This design comes from an exercise in tuning for a short achievable clock period and few clock cycles on the open sky130 flow, not from production work. Only simulation tests tie the RTL to the original design; equivalence was not proved.

==> run a <==
## mvn_cpu
module mvn_cpu (
    input  wire        clk,
    input  wire        rst,
    output reg         mem_req,
    output reg         mem_we,
    output reg  [11:0] mem_addr,
    output reg  [7:0]  mem_wdata,
    input  wire        mem_ready,
    input  wire [7:0]  mem_rdata,
    output wire        in_ready,
    input  wire        in_valid,
    input  wire [11:0] in_data,
    output wire        out_valid,
    output wire [11:0] out_data,
    output wire        halted,
    input  wire        resume,
    output wire        done,
    output wire        faulted,
    output wire [3:0]  fault_code,
    output wire [12:0] pc_o,
    output wire [11:0] ac_o
);
    localparam integer NI   = 40;    
    localparam integer ND   = 20;    
    localparam integer SBD  = 4;     
    localparam integer SBB  = 2;     
    localparam [3:0] OP_JMP = 4'h0, OP_JZ = 4'h1, OP_JN = 4'h2, OP_LV = 4'h3,
                     OP_ADD = 4'h4, OP_SUB = 4'h5, OP_MUL = 4'h6, OP_DIV = 4'h7,
  ...
make LEC_CHECK=0 ABC_CLOCK_PERIOD_IN_PS=3000 CAP_MARGIN=35 CORE_MARGIN=2 CORE_UTILIZATION=20 PLACE_DENSITY=0.4 SETUP_SLACK_MARGIN=3.0 SLEW_MARGIN=35 finish   # period 7.0 ns
run.sh (not shown) runs the stock make flow with config.mk's settings and CLKGATE_MAP_FILE= SYNTH_SCRIPT=/design/flow/synth_recipe.tcl, a recipe that flattens the netlist after the stock synthesis.
==> run b: changes against run a <==
--- a/flow/design.v
+++ b/flow/design.v
@@ -64,21 +64,21 @@
         end
     endfunction
     reg [12:0] pcf;
     reg        f_halt;
     reg [12:0] ras;
     reg        d_v, d_ff, d_needs;
     reg [15:0] d_ir;
     reg [12:0] d_pc, d_pc2, d_npc, d_seq;
+    reg [11:0] d_a1;
     reg        e_v, e_ff;
     reg [11:0] e_a, e_a1;
     reg [12:0] e_pc2, e_npc, e_tgt, e_seq;
     reg        e_fold;
-    reg        e_sqok;       
     reg        e_mt, e_mnt;      
     reg        e_jmp, e_jz, e_jn, e_lv, e_add, e_mul, e_div, e_ld, e_sc, e_rs,
                e_hm, e_gd, e_pd, e_os, e_st, e_st_ok, e_aend, e_odd, e_rdop;
     reg [11:0] e_d;              
     reg [11:0] e_dadd;           
     reg [11:0] e_dabs;           
     reg        e_dsgn, e_dzero, e_hibad, e_lodd;
     reg [5:0]  e_b1, e_b2, e_bn;  
@@ -118,71 +118,57 @@
     always @(*) begin
         case (f_word_m[15:12])
             OP_JMP, OP_HM: fm_pn = f_word_m[0] ? fm_pc2 : {1'b0, f_word_m[11:0]};
             OP_SC:         fm_pn = f_word_m[0] ? fm_pc2 : fm_a2;
             default:       fm_pn = fm_pc2;
         endcase
     end
     wire        fm_pnras = (f_word_m[15:12] == OP_RS);
-    wire [3:0]  fm_op    = f_word_m[15:12];
-    wire        fm_ctl   = (fm_op == OP_JMP) || (fm_op == OP_SC) || (fm_op == OP_RS) ||
-                           (fm_op == OP_HM) || (fm_op == OP_OS);
-    wire        fm_needs = (f_word_m[11:0] != 12'hFFF) &&
-                           ((fm_op == OP_ADD) || (fm_op == OP_SUB) || (fm_op == OP_MUL) ||
-                            (fm_op == OP_DIV) || (fm_op == OP_LD)  || (fm_op == OP_RS));
-    wire        fm_jmpe  = (fm_op == OP_JMP) && !f_word_m[0];
-    wire        fm_os    = (fm_op == OP_OS);
-    wire        c_ctl, c_needs, c_jmpe, c_os, c_clr;
-    reg         tr_v;
-    reg  [11:0] tr_tgt;
-    reg  [NI-1:0] tr_m;
     wire [12:0] f_pn;
     wire        f_pnras, f_fold;
     wire [NI-1:0] f_m;
     wire        f_train;
     reg  [NI-1:0] prev_m;
     reg         prev_ok;
     mvn_icache #(.N(NI), .B(6)) icache (
         .clk(clk), .rst(rst), .addr(pcf[11:1]), .hit(f_hit), .word(f_word_c),
         .pn(f_pn), .pnras(f_pnras), .fold(f_fold), .m(f_m),
-        .ctl(c_ctl), .needs(c_needs), .jmpe(c_jmpe), .os(c_os), .clr_pend(c_clr),
-        .alloc_ctl(fm_ctl), .alloc_needs(fm_needs), .alloc_jmpe(fm_jmpe), .alloc_os(fm_os),
         .alloc(alloc && f_for_i), .alloc_tag(fa[11:1]), .alloc_word(f_word_m),
         .alloc_pn(fm_pn), .alloc_pnras(fm_pnras),
         .st(st_commit), .st_a0(e_a), .st_a1(e_a1),
-        .train(tr_v), .train_m(tr_m), .train_tgt(tr_tgt));
+        .train(f_train), .train_m(prev_m), .train_tgt(f_word_c[11:0]));
     mvn_wcache #(.N(ND), .B(5)) dcache (
         .clk(clk), .rst(rst), .addr(d_a[11:1]), .hit(d_hit_w), .word(d_word_c),
         .alloc(alloc && !f_for_i), .alloc_tag(fa[11:1]), .alloc_word(f_word_m),
         .st(st_commit), .st_a0(e_a), .st_a1(e_a1), .st_b0(st_b0), .st_b1(st_b1));
     wire e_real = e_v && !e_ff && !ending;
     wire sb_room = (sb_cnt <= SBD - 2);
     wire sb_ne   = (sb_cnt != 0);
-    reg [11:0] mp_r [0:5];
-    reg [1:0]  mp_t5;
+    reg [11:0] mp_r [0:6];
     integer q;
     always @(*) begin
-        for (q = 0; q < 5; q = q + 1) begin
+        for (q = 0; q < 6; q = q + 1) begin
             mp_r[q] = ((e_b1[q] ? ac : 12'd0) | (e_b2[q] ? {ac[10:0], 1'b0} : 12'd0)) ^ {12{e_bn[q]}};
             mp_r[q] = mp_r[q] << (2 * q);
-            if (q > 0) mp_r[q] = mp_r[q] | ({11'd0, e_bn[q-1]} << (2 * q - 2));
         end
-        mp_t5 = (((e_b1[5] ? ac[1:0] : 2'd0) | (e_b2[5] ? {ac[0], 1'b0} : 2'd0)) ^ {2{e_bn[5]}}) + {1'b0, e_bn[5]};
-        mp_r[5] = {mp_t5, 10'd0} | ({11'd0, e_bn[4]} << 8);
+        mp_r[6] = {1'b0, e_bn[5], 1'b0, e_bn[4], 1'b0, e_bn[3],
+                   1'b0, e_bn[2], 1'b0, e_bn[1], 1'b0, e_bn[0]};
     end
     wire [11:0] cs_as = mp_r[0] ^ mp_r[1] ^ mp_r[2];
     wire [11:0] cs_ac = ((mp_r[0] & mp_r[1]) | (mp_r[0] & mp_r[2]) | (mp_r[1] & mp_r[2])) << 1;
     wire [11:0] cs_bs = mp_r[3] ^ mp_r[4] ^ mp_r[5];
     wire [11:0] cs_bc = ((mp_r[3] & mp_r[4]) | (mp_r[3] & mp_r[5]) | (mp_r[4] & mp_r[5])) << 1;
     wire [11:0] cs_cs = cs_as ^ cs_ac ^ cs_bs;
     wire [11:0] cs_cc = ((cs_as & cs_ac) | (cs_as & cs_bs) | (cs_ac & cs_bs)) << 1;
-    wire [11:0] cs_ds = cs_cs ^ cs_cc ^ cs_bc;
-    wire [11:0] cs_dc = ((cs_cs & cs_cc) | (cs_cs & cs_bc) | (cs_cc & cs_bc)) << 1;
-    wire [13:0] mul_sum = padd({1'b0, cs_ds}, {1'b0, cs_dc}, 1'b0);
+    wire [11:0] cs_ds = cs_bc ^ mp_r[6] ^ cs_cs;
+    wire [11:0] cs_dc = ((cs_bc & mp_r[6]) | (cs_bc & cs_cs) | (mp_r[6] & cs_cs)) << 1;
+    wire [11:0] cs_es = cs_ds ^ cs_dc ^ cs_cc;
+    wire [11:0] cs_ec = ((cs_ds & cs_dc) | (cs_ds & cs_cc) | (cs_dc & cs_cc)) << 1;
+    wire [13:0] mul_sum = padd({1'b0, cs_es}, {1'b0, cs_ec}, 1'b0);
     wire [11:0] mul_res = mul_sum[11:0];
     wire [13:0] add_sum = padd({1'b0, ac}, {1'b0, e_dadd}, 1'b0);
     wire [11:0] add_res = add_sum[11:0];
     wire [13:0] dv_sh = {div_rem, div_quo[11:10]};
     wire [14:0] dv_s1 = padd({1'b0, dv_sh}, ~{2'b00, div_dvs}, 1'b1);
     wire [14:0] dv_s2 = padd({1'b0, dv_sh}, ~{1'b0, div_dvs, 1'b0}, 1'b1);
     wire [14:0] dv_s3 = padd({1'b0, dv_sh}, ~{1'b0, div_d3}, 1'b1);
     reg  [11:0] dv_rem_n;
@@ -255,31 +241,30 @@
     wire        e_mt_a  = e_rs ? (e_npc == {1'b0, e_d}) : e_mt;
     assign st_commit = e_real && !div_act && e_st_ok && sb_room;
     assign st_b0 = e_sc ? {3'b000, e_pc2[12:8]} : {{4{ac[11]}}, ac[11:8]};
     assign st_b1 = e_sc ? e_pc2[7:0] : ac[7:0];
     wire   st_pend = e_v && !e_ff && e_st;       
     wire smc = st_commit && (wov(e_a[11:1], e_a1[11:1], d_pc[11:1], d_pc2[11:1]) ||
                              wov(e_a[11:1], e_a1[11:1], pcf[11:1], pcf2[11:1]) || st_self);
     wire mispredict = taken ? !e_mt_a : !e_mnt;
-    wire kill  = e_done && e_sqok && jtaken;
-    wire flush = e_done && (mispredict || smc) && !kill;
+    wire flush = e_done && (mispredict || smc);
     wire [3:0] d_op  = d_ir[15:12];
-    wire       d_haz = st_pend && (wov(e_a[11:1], e_a1[11:1], d_a[11:1], d_a[11:1]) || d_a[0]);
+    wire       d_haz = st_pend && wov(e_a[11:1], e_a1[11:1], d_a[11:1], d_a1[11:1]);
     wire acc    = mem_req && mem_ready;
     wire wr_now = acc && sb_ne;
     wire rd_lo  = acc && !sb_ne && fs;
     wire fdirty_now = fdirty ||
                       (st_commit && wov(e_a[11:1], e_a1[11:1], fa[11:1], fa_cur[11:1]));
     assign fdone = rd_lo && !fdirty_now;
     wire d_fill  = fdone && (fa == d_a);
     wire d_ready = !d_needs || (!d_haz && (d_hit || d_fill));
     wire [15:0] d_word = d_hit ? d_word_c : f_word_m;
-    wire d_go    = d_v && d_ready && e_free && !flush && !kill && !ending;
-    wire d_free  = !d_v || d_go || kill;
+    wire d_go    = d_v && d_ready && e_free && !flush && !ending;
+    wire d_free  = !d_v || d_go;
     wire [11:0] dd     = d_word[11:0];
     wire [12:0] dd_negw = inc13({1'b0, ~dd});
     wire [11:0] dd_neg = dd_negw[11:0];
     wire [12:0] dd_b   = {dd, 1'b0};
     reg  [5:0]  db1, db2, dbn;
     integer b;
     always @(*) begin
         for (b = 0; b < 6; b = b + 1) begin
@@ -291,27 +276,33 @@
     end
     wire [12:0] d_a2 = {inc13({2'b00, d_a[11:1]}), 1'b0};
     wire [12:0] d_tt = (d_op == OP_SC) ? d_a2 : {1'b0, d_a};
     wire        f_fill = fdone && (fa == pcf[11:0]);
     wire [15:0] f_word = f_hit ? f_word_c : f_word_m;
     wire [3:0]  f_op   = f_word[15:12];
     wire [11:0] f_a    = f_word[11:0];
     wire [12:0] pcf2   = {inc13({1'b0, pcf[12:1]}), 1'b0};
+    wire [12:0] f_a2   = {inc13({2'b00, f_a[11:1]}), 1'b0};
+    wire [12:0] f_a1w  = inc13({1'b0, f_a});
     wire [12:0] f_pred = f_hit ? (f_pnras ? ras : f_pn) : (fm_pnras ? ras : fm_pn);
-    wire        f_ctl  = f_hit ? c_ctl : fm_ctl;
-    wire [12:0] f_seq  = (f_hit && !c_ctl) ? f_pn : pcf2;
-    assign f_train = f_adv && f_hit && prev_ok && !alloc && c_jmpe;
+    wire        f_ctl  = (f_op == OP_JMP) || (f_op == OP_SC) || (f_op == OP_RS) ||
+                         (f_op == OP_HM) || (f_op == OP_OS);
+    wire [12:0] f_seq  = (f_hit && !f_ctl) ? f_pn : pcf2;
+    assign f_train = f_adv && f_hit && prev_ok && !alloc && (f_op == OP_JMP) && !f_a[0];
     wire f_ff    = pcf[12];
-    wire f_ok    = !f_halt && !c_clr && (f_hit || f_ff || f_fill);
+    wire f_ok    = !f_halt && (f_hit || f_ff || f_fill);
     wire f_adv   = f_ok && d_free && !flush && !ending;
-    wire f_needs = !f_ff && (f_hit ? c_needs : fm_needs);
+    wire f_needs = !f_ff && (f_a != 12'hFFF) &&
+                   ((f_op == OP_ADD) || (f_op == OP_SUB) || (f_op == OP_MUL) ||
+                    (f_op == OP_DIV) || (f_op == OP_LD)  || (f_op == OP_RS));
     wire d_want = d_v && d_needs;
     wire f_miss = !f_halt && !f_ff && !f_hit;
     wire [11:0] f_req  = d_want ? d_a : pcf[11:0];
+    wire [11:0] f_req1 = d_want ? d_a1 : pcf[11:0];
     wire f_start = !fs && acc && !sb_ne && !flush && !ending &&
                    (d_want ? (!d_hit && !d_haz) : f_miss);
     always @(*) begin
         mem_req   = sb_ne || !ending;
         mem_we    = sb_ne;
         mem_addr  = sb_ne ? sb_a[sb_head] : fs ? fa_cur : f_req;
         mem_wdata = sb_d[sb_head];
     end
@@ -325,69 +316,63 @@
     assign pc_o       = end_pc;
     assign ac_o       = ac;
     always @(posedge clk) begin
         if (rst) begin
             pcf         <= 13'd0;
             f_halt      <= 1'b0;
             ras         <= 13'd0;
             prev_ok     <= 1'b0;
-            tr_v        <= 1'b0;
             d_v         <= 1'b0;
             e_v         <= 1'b0;
             ac          <= 12'd0;
             ending      <= 1'b0;
             done_r      <= 1'b0;
             end_faulted <= 1'b0;
             end_code    <= E_NONE;
             end_pc      <= 13'd0;
             div_act     <= 1'b0;
             fs          <= 1'b0;
             sb_head     <= {SBB{1'b0}};
             sb_tail     <= {SBB{1'b0}};
             sb_cnt      <= {(SBB+1){1'b0}};
         end else begin
             if (flush || alloc) prev_ok <= 1'b0;
-            else if (f_adv) prev_ok <= f_hit && !c_ctl && !f_fold && !f_ff;
-            tr_v   <= f_train;
-            tr_tgt <= f_word_c[11:0];
-            tr_m   <= prev_m;
+            else if (f_adv) prev_ok <= f_hit && !f_ctl && !f_fold && !f_ff;
             if (f_adv) prev_m <= f_m;
             if (flush) begin
                 pcf    <= e_anpc;
                 f_halt <= 1'b0;
             end else if (f_adv) begin
                 pcf <= f_pred;
-                if (f_ff || (f_hit ? c_os : fm_os)) f_halt <= 1'b1;
+                if (f_ff || f_op == OP_OS) f_halt <= 1'b1;
+                if (f_op == OP_SC) ras <= pcf2;
             end
             if (d_free) begin
                 d_ff    <= f_ff;
                 d_needs <= f_needs;
                 d_ir    <= f_word;
                 d_pc    <= pcf;
                 d_pc2   <= pcf2;
                 d_npc   <= f_pred;
                 d_seq   <= f_seq;
+                d_a1    <= f_a1w[11:0];
             end
-            if (d_v && d_op == OP_SC) ras <= d_pc2;
             if (flush || ending) d_v <= 1'b0;
             else if (d_free)     d_v <= f_adv;
             if (e_free) begin
                 e_v     <= d_go;
                 e_ff    <= d_ff;
                 e_a     <= d_a;
-                e_a1    <= d_a + 12'd1;
+                e_a1    <= d_a1;
                 e_pc2   <= d_pc2;
                 e_npc   <= d_npc;
                 e_tgt   <= d_tt;
                 e_mt    <= (d_npc == d_tt);
                 e_mnt   <= (d_npc == d_seq);
-                e_sqok  <= d_go && f_adv && ((d_op == OP_JZ) || (d_op == OP_JN)) &&
-                           (d_npc == d_pc2) && ({1'b0, d_a} == pcf2) && !pcf[12] &&
-                           f_hit && !c_ctl && !f_fold;
                 e_seq   <= d_seq;
                 e_fold  <= (d_seq != d_pc2);
                 e_jmp   <= (d_op == OP_JMP);
                 e_jz    <= (d_op == OP_JZ);
                 e_jn    <= (d_op == OP_JN);
                 e_lv    <= (d_op == OP_LV);
                 e_add   <= (d_op == OP_ADD) || (d_op == OP_SUB);
                 e_mul   <= (d_op == OP_MUL);
@@ -461,17 +446,17 @@
                 fs <= 1'b0;
             end else if (!fs) begin
                 if (f_start) begin
                     fs      <= 1'b1;
                     f_for_i <= !d_want;
                     fa      <= f_req;
                     fa_cur  <= f_req + 12'd1;
                     fhi     <= mem_rdata;
-                    fdirty  <= st_commit && (wov(e_a[11:1], e_a1[11:1], f_req[11:1], f_req[11:1]) || f_req[0]);
+                    fdirty  <= st_commit && wov(e_a[11:1], e_a1[11:1], f_req[11:1], f_req1[11:1]);
                 end
             end else if (rd_lo) begin
                 fs <= 1'b0;
             end
         end
     end
 endmodule
 module mvn_wcache #(parameter integer N = 32, parameter integer B = 5) (
@@ -534,104 +519,80 @@
     input  wire         rst,
     input  wire [10:0]  addr,
     output reg          hit,
     output reg  [15:0]  word,
     output reg  [12:0]  pn,
     output reg          pnras,
     output reg          fold,
     output reg  [N-1:0] m,
-    output reg          ctl,
-    output reg          needs,
-    output reg          jmpe,
-    output reg          os,
-    output wire         clr_pend,
-    input  wire         alloc_ctl,
-    input  wire         alloc_needs,
-    input  wire         alloc_jmpe,
-    input  wire         alloc_os,
     input  wire         alloc,
     input  wire [10:0]  alloc_tag,
     input  wire [15:0]  alloc_word,
     input  wire [12:0]  alloc_pn,
     input  wire         alloc_pnras,
     input  wire         st,
     input  wire [11:0]  st_a0,
     input  wire [11:0]  st_a1,
     input  wire         train,
     input  wire [N-1:0] train_m,
     input  wire [11:0]  train_tgt
 );
     reg [10:0] tag [0:N-1];
     reg [15:0] dat [0:N-1];
     reg [12:0] pnr [0:N-1];
-    reg [N-1:0] val, ras_f, fld, ctl_f, needs_f, jmpe_f, os_f;
+    reg [N-1:0] val, ras_f, fld;
     reg [B-1:0] ptr;
     integer i;
     always @(*) begin
         word  = 16'd0;
         pn    = 13'd0;
         pnras = 1'b0;
         fold  = 1'b0;
-        ctl   = 1'b0;
-        needs = 1'b0;
-        jmpe  = 1'b0;
-        os    = 1'b0;
         for (i = 0; i < N; i = i + 1) begin
             m[i]  = val[i] && (tag[i] == addr);
             word  = word  | (m[i] ? dat[i] : 16'd0);
             pn    = pn    | (m[i] ? pnr[i] : 13'd0);
             pnras = pnras | (m[i] && ras_f[i]);
             fold  = fold  | (m[i] && fld[i]);
-            ctl   = ctl   | (m[i] && ctl_f[i]);
-            needs = needs | (m[i] && needs_f[i]);
-            jmpe  = jmpe  | (m[i] && jmpe_f[i]);
-            os    = os    | (m[i] && os_f[i]);
         end
         hit = |m;
     end
     reg [N-1:0] sth;
     integer k;
     always @(*) begin
         for (k = 0; k < N; k = k + 1)
             sth[k] = st && ((tag[k] == st_a0[11:1]) || (tag[k] == st_a1[11:1]));
     end
     wire evict = alloc && val[ptr];
-    reg  clr;
-    assign clr_pend = clr;
+    wire clr   = (|(sth & val)) || evict;
     integer j;
     always @(posedge clk) begin
         if (rst) begin
             val <= {N{1'b0}};
             fld <= {N{1'b0}};
-            clr <= 1'b0;
             ptr <= 0;
         end else begin
             for (j = 0; j < N; j = j + 1) begin
                 if (alloc && ptr == j) begin
                     tag[j]   <= alloc_tag;
                     dat[j]   <= alloc_word;
                     pnr[j]   <= alloc_pn;
                     ras_f[j] <= alloc_pnras;
-                    ctl_f[j]   <= alloc_ctl;
-                    needs_f[j] <= alloc_needs;
-                    jmpe_f[j]  <= alloc_jmpe;
-                    os_f[j]    <= alloc_os;
                     val[j]   <= 1'b1;
                     fld[j]   <= 1'b0;
                 end else begin
                     if (sth[j]) val[j] <= 1'b0;
                     if (clr) begin
                         if (fld[j]) begin
                             fld[j] <= 1'b0;
                             pnr[j] <= {tag[j] + 11'd1, 1'b0} | {(tag[j] == 11'h7FF), 12'd0};
                         end
                     end else if (train && train_m[j]) begin
                         fld[j] <= 1'b1;
                         pnr[j] <= {1'b0, train_tgt};
                     end
                 end
             end
             if (alloc) ptr <= (ptr == N - 1) ? 0 : ptr + 1'b1;
-            clr <= (|(sth & val)) || evict;
         end
     end
 endmodule
==> results.toml <==
[timing]
min_period_ns = 4.376

[run_status]
run_status = "no timing/DRC/antenna violations"

[power]
seq-power_mw = 20.1

[finish]
stdcell_area_um2 = 209000

[clock_network]
postCtsSetupBuffers = 390
[end of results for run a]
==> results.toml <==
[run_status]
run_status = "no timing/DRC/antenna violations"

[clock_network]
postCtsSetupBuffers = 968
clkLatencyLatePin_ns = 1.16

[power]
seq-power_mw = 19.1

[timing]
min_period_ns = 5.298

[finish]
stdcell_area_um2 = 232600
[end of results for run b]
Testbench counts of run a, summed over its fixed seeds: cycles 22,548.
Testbench counts of run b, summed over its fixed seeds: cycles 22,753.

## static timing again, ports no longer ideal
No port has a modelled driver above. Below, the same layouts with a new extraction and two added sets of constraints. Step 1 assumes that a clkbuf_16 drives the clock port and a buf_2 every other input. Step 2 adds t to the input delays and takes it off the output delays; t is the mean of the earliest and latest rising clock arrival at the registers after step 1. Input paths then give back, and output paths get back, about the clock's delay inside the block. Three values: ideal, step 1, step 2; two values: the first two.
run	shift t [ns]	slack for setup (ns)	worst setup path after step 2
run a	1.183	2.624 / 2.616 / 1.865	input to register
run b	1.183	1.702 / 1.702 / 1.379	input to register
After both steps every run listed still meets setup and hold. For run a, which loses most, drivers alone change the setup slack by -0.008 ns; drivers and shift together by -0.759 ns.
